Source: an optimization exercise on an open RTL-to-GDS flow (aim: small area and few clock cycles). Production flows keep margins and buffers that such runs may drop.
Where RTL was checked, it was by simulation tests only, not by an equivalence proof against the original.
Power is estimated from default activity; no workload was simulated.

## fshv
module fshv (
    input  wire        clk,
    input  wire        rst,
    input  wire        cmd_valid,
    input  wire [7:0]  cmd,
    output wire        cmd_ready,
    input  wire [15:0] store_len,
    output wire        rd_req,
    output wire [15:0] rd_addr,
    input  wire        rd_ack,
    input  wire [7:0]  rd_data,
    output wire        out_valid,
    output wire [2:0]  out_kind,
    output wire [7:0]  out_class,
    output wire [7:0]  out_id,
    output wire [15:0] out_len,
    output wire [15:0] out_pos,
    output wire [15:0] out_expected,
    output wire [15:0] out_got,
    output wire [15:0] cursor,
    output reg         commit_valid,
    output wire [15:0] commit_count,
    output reg         err_illegal_cmd,
    output reg         err_cursor
);
For scale: ~100 flip-flops, about 170 I/O pins.
==> flow/config.mk <==
export PLATFORM = sky130hd
export DESIGN_NAME = fshv
export DESIGN_NICKNAME = fshv
export VERILOG_FILES = /design/flow/design.v
export SDC_FILE = /design/flow/constraint.sdc
export NUM_CORES = 4
export LEC_CHECK = 0
export CAP_MARGIN = 20
export CORE_MARGIN = 2
export CORE_UTILIZATION = 60
export CTS_BUF_LIST = sky130_fd_sc_hd__clkbuf_8
export CTS_CLUSTER_SIZE = 10
export SLEW_MARGIN = 20
==> flow/constraint.sdc <==
create_clock -name core_clock -period 10.0 [get_ports {clk}]
set_input_delay 2.0000 -clock core_clock [delete_from_list [all_inputs] [get_ports {clk}]]
set_output_delay 2.0000 -clock core_clock [all_outputs]
set_load 0.01 [all_outputs]
standard.sh (not shown) runs the stock make flow with config.mk's settings and CLKGATE_MAP_FILE= SYNTH_SCRIPT=/design/flow/synth_recipe.tcl, a recipe that flattens the netlist after the stock synthesis.
==> flow/flow/run.sh <==
#!/bin/bash
# The standard layout (the standard.sh: standard synthesis, floorplan, place,
# CTS, route, finish) with two changes to how cells are chosen:
#  - the port buffers that global placement inserts are made of the smallest
#    buffer cell, sky130_fd_sc_hd__buf_1, instead of the cell buffer_ports picks
#    by default (every input and output port still gets its own buffer);
#  - clock tree synthesis runs with ORFS's own arguments (sink clustering,
#    clock net repair, the cluster size and buffer list of config.mk) but
#    without dummy loads on the leaf nets.
# The whole make output goes to standard_flow.log here; ORFS's per-step logs
# stay under orfs/logs/.
set -euo pipefail
CTS="-sink_clustering_enable -repair_clock_nets -sink_clustering_size 10"
CTS="$CTS -buf_list sky130_fd_sc_hd__clkbuf_8 -dont_use_dummy_load"
bash standard.sh "BUFFER_PORTS_ARGS=-buffer_cell sky130_fd_sc_hd__buf_1" \
    "CTS_ARGS=$CTS" finish > standard_flow.log 2>&1
Change:
--- a/flow/design.v
+++ b/flow/design.v
@@ -31,28 +31,27 @@
     localparam [1:0] KD_NONE = 2'b00;
     localparam [1:0] KD_OK   = 2'b01;
     localparam [1:0] KD_MIS  = 2'b10;
     localparam [1:0] KD_NEED = 2'b11;
     reg        busy;      
     reg        inf;       
     reg [15:0] m;         
     reg [10:0] o;         
     reg [1:0]  kd;
     reg        herr;
     reg [7:0]  cls_n;
     reg [7:0]  id_n;
-    reg [10:0] len_n;
-    reg [7:0]  ck_a_n;
-    reg [7:0]  ck_b_n;
-    wire [10:0] len = ~len_n;
+    reg [10:0] len;
+    reg [7:0]  ck_a;
+    reg [7:0]  ck_b;
     reg [7:0]  rx_a_n;
     reg [7:0]  rx_b_n;    
     reg        got_a;     
     reg        sh_p;      
     reg        sh_f;      
     reg [2:0]  q_hi;
     wire [10:0] q = {q_hi, rx_b_n};
     function [15:0] add16;
         input [15:0] x;
         input [15:0] y;
         integer k;
         reg c;
@@ -64,37 +63,24 @@
             end
         end
     endfunction
     function [7:0] add8;
         input [7:0] x;
         input [7:0] y;
         integer k;
         reg c;
         begin
             c = 1'b0;
             for (k = 0; k < 8; k = k + 1) begin
                 add8[k] = x[k] ^ y[k] ^ c;
-                c = (x[k] & y[k]) | (c & (x[k] ^ y[k]));
-            end
-        end
-    endfunction
-    function [7:0] add8c;
-        input [7:0] x;
-        input [7:0] y;
-        integer k;
-        reg c;
-        begin
-            c = 1'b1;
-            for (k = 0; k < 8; k = k + 1) begin
-                add8c[k] = x[k] ^ y[k] ^ c;
                 c = (x[k] & y[k]) | (c & (x[k] ^ y[k]));
             end
         end
     endfunction
     function [10:0] inc11;
         input [10:0] x;
         integer k;
         reg c;
         begin
             c = 1'b1;
             for (k = 0; k < 11; k = k + 1) begin
                 inc11[k] = x[k] ^ c;
@@ -116,52 +102,52 @@
     integer i;
     always @* begin
         cmp = busy;
         for (i = 0; i < 16; i = i + 1)
             cmp = (addr[i] & ~store_len[i]) | ((addr[i] | ~store_len[i]) & cmp);
     end
     wire at_end = cmp;
     wire past   = cmp;
     assign rd_req = busy & ~at_end;
     assign cmd_ready = ~rst & ~busy & ~commit_valid;
     assign out_class    = ~(cls_n | {8{~show}});
     assign out_id       = ~(id_n | {8{~show}});
-    assign out_len      = {5'd0, ~(len_n | {11{~show}})};
+    assign out_len      = show ? {5'd0, len} : 16'd0;
     assign out_pos      = show ? m : 16'd0;
     assign out_expected = ~({rx_b_n, rx_a_n} | {16{~show}});
-    assign out_got      = ~({ck_b_n, ck_a_n} | {16{~show}});
+    assign out_got      = show ? {ck_b, ck_a} : 16'd0;
     wire [7:0] b = rd_data;
     wire b_s1 = (b == P_SYNC1);
     wire b_s2 = (b == P_SYNC2);
     wire [10:0] o_inc = inc11(o);
     wire o_is1  = (o == 11'd1);
     wire o_hdr  = (o[10:3] == 8'd0) & ~(o[2] & o[1]);      
     reg [11:0] len6;
     reg        c6;
     integer j;
     always @* begin
         len6[0] = len[0];
         len6[1] = ~len[1];
         c6      = len[1];
         len6[2] = len[2] ^ ~c6;
         c6      = len[2] | c6;
         for (j = 3; j < 11; j = j + 1) begin
             len6[j] = len[j] ^ c6;
             c6      = len[j] & c6;
         end
         len6[11] = c6;
     end
-    wire o_cka  = (o == len6[10:0]);    
-    wire [7:0] ck_a_n_next = add8c(ck_a_n, ~b);
-    wire [7:0] ck_b_n_next = add8c(ck_b_n, ck_a_n_next);
+    wire o_cka  = ({1'b0, o} == len6);
+    wire [7:0] ck_a_next = add8(ck_a, b);
+    wire [7:0] ck_b_next = add8(ck_b, ck_a_next);
     wire [15:0] len_full = {b, len[7:0]};
     wire oversize = (len_full > {5'd0, P_MAX_LEN});
     wire [10:0] resume = sh_p ? q : o;
     always @(posedge clk) begin
         if (rst) begin
             busy            <= 1'b0;
             inf             <= 1'b0;
             m               <= 16'd0;
             o               <= 11'd0;
             herr            <= 1'b0;
             kd              <= KD_NONE;
             commit_valid    <= 1'b0;
@@ -214,52 +200,52 @@
                 if (!o_is1 && !sh_f) begin
                     if (sh_p) begin
                         if (b_s2) sh_f <= 1'b1;
                         else      sh_p <= 1'b0;
                     end else if (b_s1) begin
                         sh_p   <= 1'b1;
                         q_hi   <= o[10:8];
                         rx_b_n <= o[7:0];
                     end
                 end
                 o <= o_inc;
                 if (o_is1) begin
-                    ck_a_n <= 8'hff;
-                    ck_b_n <= 8'hff;
+                    ck_a  <= 8'd0;
+                    ck_b  <= 8'd0;
                     got_a <= 1'b0;
                     if (!b_s2) inf <= 1'b0;
                 end else if (o_hdr) begin
-                    ck_a_n <= ck_a_n_next;
-                    ck_b_n <= ck_b_n_next;
+                    ck_a <= ck_a_next;
+                    ck_b <= ck_b_next;
                     case (o[1:0])
                         2'd2: cls_n <= ~b;
                         2'd3: id_n  <= ~b;
-                        2'd0: len_n[7:0] <= ~b;
+                        2'd0: len[7:0] <= b;
                         default: begin
-                            len_n[10:8] <= ~b[2:0];
+                            len[10:8] <= b[2:0];
                             if (oversize) begin
                                 inf <= 1'b0;
                                 o   <= resume;
                             end
                         end
                     endcase
                 end else if (got_a) begin
                     rx_b_n <= ~b;
                     busy   <= 1'b0;
                     inf    <= 1'b0;
-                    if ({~b, rx_a_n} == {ck_b_n, ck_a_n}) begin
+                    if ({b, ~rx_a_n} == {ck_b, ck_a}) begin
                         kd <= KD_OK;
                     end else begin
                         kd <= KD_MIS;
                         o  <= resume;
                     end
                 end else if (o_cka) begin
                     rx_a_n <= ~b;
                     got_a  <= 1'b1;
                 end else begin
-                    ck_a_n <= ck_a_n_next;
-                    ck_b_n <= ck_b_n_next;
+                    ck_a <= ck_a_next;
+                    ck_b <= ck_b_next;
                 end
             end
         end
     end
 endmodule
Result: The new run went through all stages and came out clean. Count of clock-buffer cells in the layout does not change. Final area is about the same. Total power is about the same. Synthesized area drops slightly. Routed wire length drops by a few percent. Via count drops by a few percent. Register-to-register slack gets better by 0.48 ns. Utilization climbs by 0.15 points. First-iteration DRC count climbs by a quarter to a third. Global-route usage drops by 0.86 points. Die area drops slightly. Sequential share of layout area is about the same. Combinational power climbs slightly. Critical path depth is unchanged.
Testbench counts after the change, summed over its fixed seeds: cycles 133,836.
No functional check of the RTL was part of the first run of this note.


Another version of the RTL of fshv (not shown whole).
Size: about 690 cells after synthesis, roughly 100 flip-flops, about 0.0065 sq mm of cells after synthesis.
Settings: LEC_CHECK=0, CAP_MARGIN=20, CORE_MARGIN=2, CORE_UTILIZATION=60, CTS_BUF_LIST=sky130_fd_sc_hd__clkbuf_8, CTS_CLUSTER_SIZE=10, SLEW_MARGIN=20; clock period 10.0 ns.
==> flow/flow/run.sh <==
#!/bin/bash
# The standard layout (the standard.sh: standard synthesis, floorplan, place,
# CTS, route, finish), with the port buffers that global placement inserts made
# of the smallest buffer cell, sky130_fd_sc_hd__buf_1, instead of the cell
# buffer_ports picks by default.  Every input and output port still gets its
# own buffer.  The whole make output goes to standard_flow.log here; ORFS's
# per-step logs stay under orfs/logs/.
set -euo pipefail
bash standard.sh "BUFFER_PORTS_ARGS=-buffer_cell sky130_fd_sc_hd__buf_1" finish > standard_flow.log 2>&1
Testbench counts at the start, summed over its fixed seeds: cycles 133,836.
Then changed:
--- a/flow/design.v
+++ b/flow/design.v
@@ -36,18 +36,17 @@
     reg        inf;       
     reg [15:0] m;         
     reg [10:0] o;         
     reg [1:0]  kd;
     reg        herr;
     reg [7:0]  cls_n;
     reg [7:0]  id_n;
-    reg [10:0] len_n;
-    reg [7:0]  ck_a_n;
-    reg [7:0]  ck_b_n;
-    wire [10:0] len = ~len_n;
+    reg [10:0] len;
+    reg [7:0]  ck_a;
+    reg [7:0]  ck_b;
     reg [7:0]  rx_a_n;
     reg [7:0]  rx_b_n;    
     reg        got_a;     
     reg        sh_p;      
     reg        sh_f;      
     reg [2:0]  q_hi;
     wire [10:0] q = {q_hi, rx_b_n};
@@ -69,27 +68,14 @@
         input [7:0] y;
         integer k;
         reg c;
         begin
             c = 1'b0;
             for (k = 0; k < 8; k = k + 1) begin
                 add8[k] = x[k] ^ y[k] ^ c;
-                c = (x[k] & y[k]) | (c & (x[k] ^ y[k]));
-            end
-        end
-    endfunction
-    function [7:0] add8c;
-        input [7:0] x;
-        input [7:0] y;
-        integer k;
-        reg c;
-        begin
-            c = 1'b1;
-            for (k = 0; k < 8; k = k + 1) begin
-                add8c[k] = x[k] ^ y[k] ^ c;
                 c = (x[k] & y[k]) | (c & (x[k] ^ y[k]));
             end
         end
     endfunction
     function [10:0] inc11;
         input [10:0] x;
         integer k;
@@ -121,18 +107,18 @@
     end
     wire at_end = cmp;
     wire past   = cmp;
     assign rd_req = busy & ~at_end;
     assign cmd_ready = ~rst & ~busy & ~commit_valid;
     assign out_class    = ~(cls_n | {8{~show}});
     assign out_id       = ~(id_n | {8{~show}});
-    assign out_len      = {5'd0, ~(len_n | {11{~show}})};
+    assign out_len      = show ? {5'd0, len} : 16'd0;
     assign out_pos      = show ? m : 16'd0;
     assign out_expected = ~({rx_b_n, rx_a_n} | {16{~show}});
-    assign out_got      = ~({ck_b_n, ck_a_n} | {16{~show}});
+    assign out_got      = show ? {ck_b, ck_a} : 16'd0;
     wire [7:0] b = rd_data;
     wire b_s1 = (b == P_SYNC1);
     wire b_s2 = (b == P_SYNC2);
     wire [10:0] o_inc = inc11(o);
     wire o_is1  = (o == 11'd1);
     wire o_hdr  = (o[10:3] == 8'd0) & ~(o[2] & o[1]);      
     reg [11:0] len6;
@@ -147,16 +133,16 @@
         for (j = 3; j < 11; j = j + 1) begin
             len6[j] = len[j] ^ c6;
             c6      = len[j] & c6;
         end
         len6[11] = c6;
     end
     wire o_cka  = ({1'b0, o} == len6);
-    wire [7:0] ck_a_n_next = add8c(ck_a_n, ~b);
-    wire [7:0] ck_b_n_next = add8c(ck_b_n, ck_a_n_next);
+    wire [7:0] ck_a_next = add8(ck_a, b);
+    wire [7:0] ck_b_next = add8(ck_b, ck_a_next);
     wire [15:0] len_full = {b, len[7:0]};
     wire oversize = (len_full > {5'd0, P_MAX_LEN});
     wire [10:0] resume = sh_p ? q : o;
     always @(posedge clk) begin
         if (rst) begin
             busy            <= 1'b0;
             inf             <= 1'b0;
@@ -219,47 +205,47 @@
                         sh_p   <= 1'b1;
                         q_hi   <= o[10:8];
                         rx_b_n <= o[7:0];
                     end
                 end
                 o <= o_inc;
                 if (o_is1) begin
-                    ck_a_n <= 8'hff;
-                    ck_b_n <= 8'hff;
+                    ck_a  <= 8'd0;
+                    ck_b  <= 8'd0;
                     got_a <= 1'b0;
                     if (!b_s2) inf <= 1'b0;
                 end else if (o_hdr) begin
-                    ck_a_n <= ck_a_n_next;
-                    ck_b_n <= ck_b_n_next;
+                    ck_a <= ck_a_next;
+                    ck_b <= ck_b_next;
                     case (o[1:0])
                         2'd2: cls_n <= ~b;
                         2'd3: id_n  <= ~b;
-                        2'd0: len_n[7:0] <= ~b;
+                        2'd0: len[7:0] <= b;
                         default: begin
-                            len_n[10:8] <= ~b[2:0];
+                            len[10:8] <= b[2:0];
                             if (oversize) begin
                                 inf <= 1'b0;
                                 o   <= resume;
                             end
                         end
                     endcase
                 end else if (got_a) begin
                     rx_b_n <= ~b;
                     busy   <= 1'b0;
                     inf    <= 1'b0;
-                    if ({~b, rx_a_n} == {ck_b_n, ck_a_n}) begin
+                    if ({b, ~rx_a_n} == {ck_b, ck_a}) begin
                         kd <= KD_OK;
                     end else begin
                         kd <= KD_MIS;
                         o  <= resume;
                     end
                 end else if (o_cka) begin
                     rx_a_n <= ~b;
                     got_a  <= 1'b1;
                 end else begin
-                    ck_a_n <= ck_a_n_next;
-                    ck_b_n <= ck_b_n_next;
+                    ck_a <= ck_a_next;
+                    ck_b <= ck_b_next;
                 end
             end
         end
     end
 endmodule
Setup slack got worse by 0.080 ns.
Final cell count rose by about 0.4%.
Cell area rose by 2.3%.
Fmax fell by about 0.8%.
Via count rose by about 0.6%.
Sequential power stays flat.
Sequential share of layout area fell by 0.85 points.
Flip-flop and latch count stays the same.
Global-route usage stays flat.
Hold slack got worse by 0.011 ns.
Critical path depth fell by 1.
Wire length rose by about 3.3%.
Testbench counts after the change, summed over its fixed seeds: cycles 133,836.

==> what the ideal ports hide <==
No port has a modelled driver above. Below, the same layouts with a new extraction and two added sets of constraints. Step 1, drivers: a clkbuf_16 drives clk and a buf_2 each remaining input, both assumed. Step 2 times the ports against the registers' clock, not the clock port: input delays grow and output delays shrink by t, the midpoint of the rising clock arrivals with the driver on. Slacks: ideal / step 1 / step 2; pairs: ideal / step 1.
run | shift t [ns] | slack for setup (ns) | hold slack, ns
the first run of note 1 | 0.415 | 0.416 / 0.381 / 0.796 | 0.450 / 0.450 / 0.450
the second run of note 1 | 0.415 | 0.452 / 0.416 / 0.831 | 0.475 / 0.475 / 0.475
the first run of note 2 | 0.411 | 0.513 / 0.479 / 0.890 | 0.488 / 0.488 / 0.488
the second run of note 2 | 0.422 | 0.433 / 0.397 / 0.819 | 0.477 / 0.477 / 0.477
After both steps every run listed still meets setup and hold.
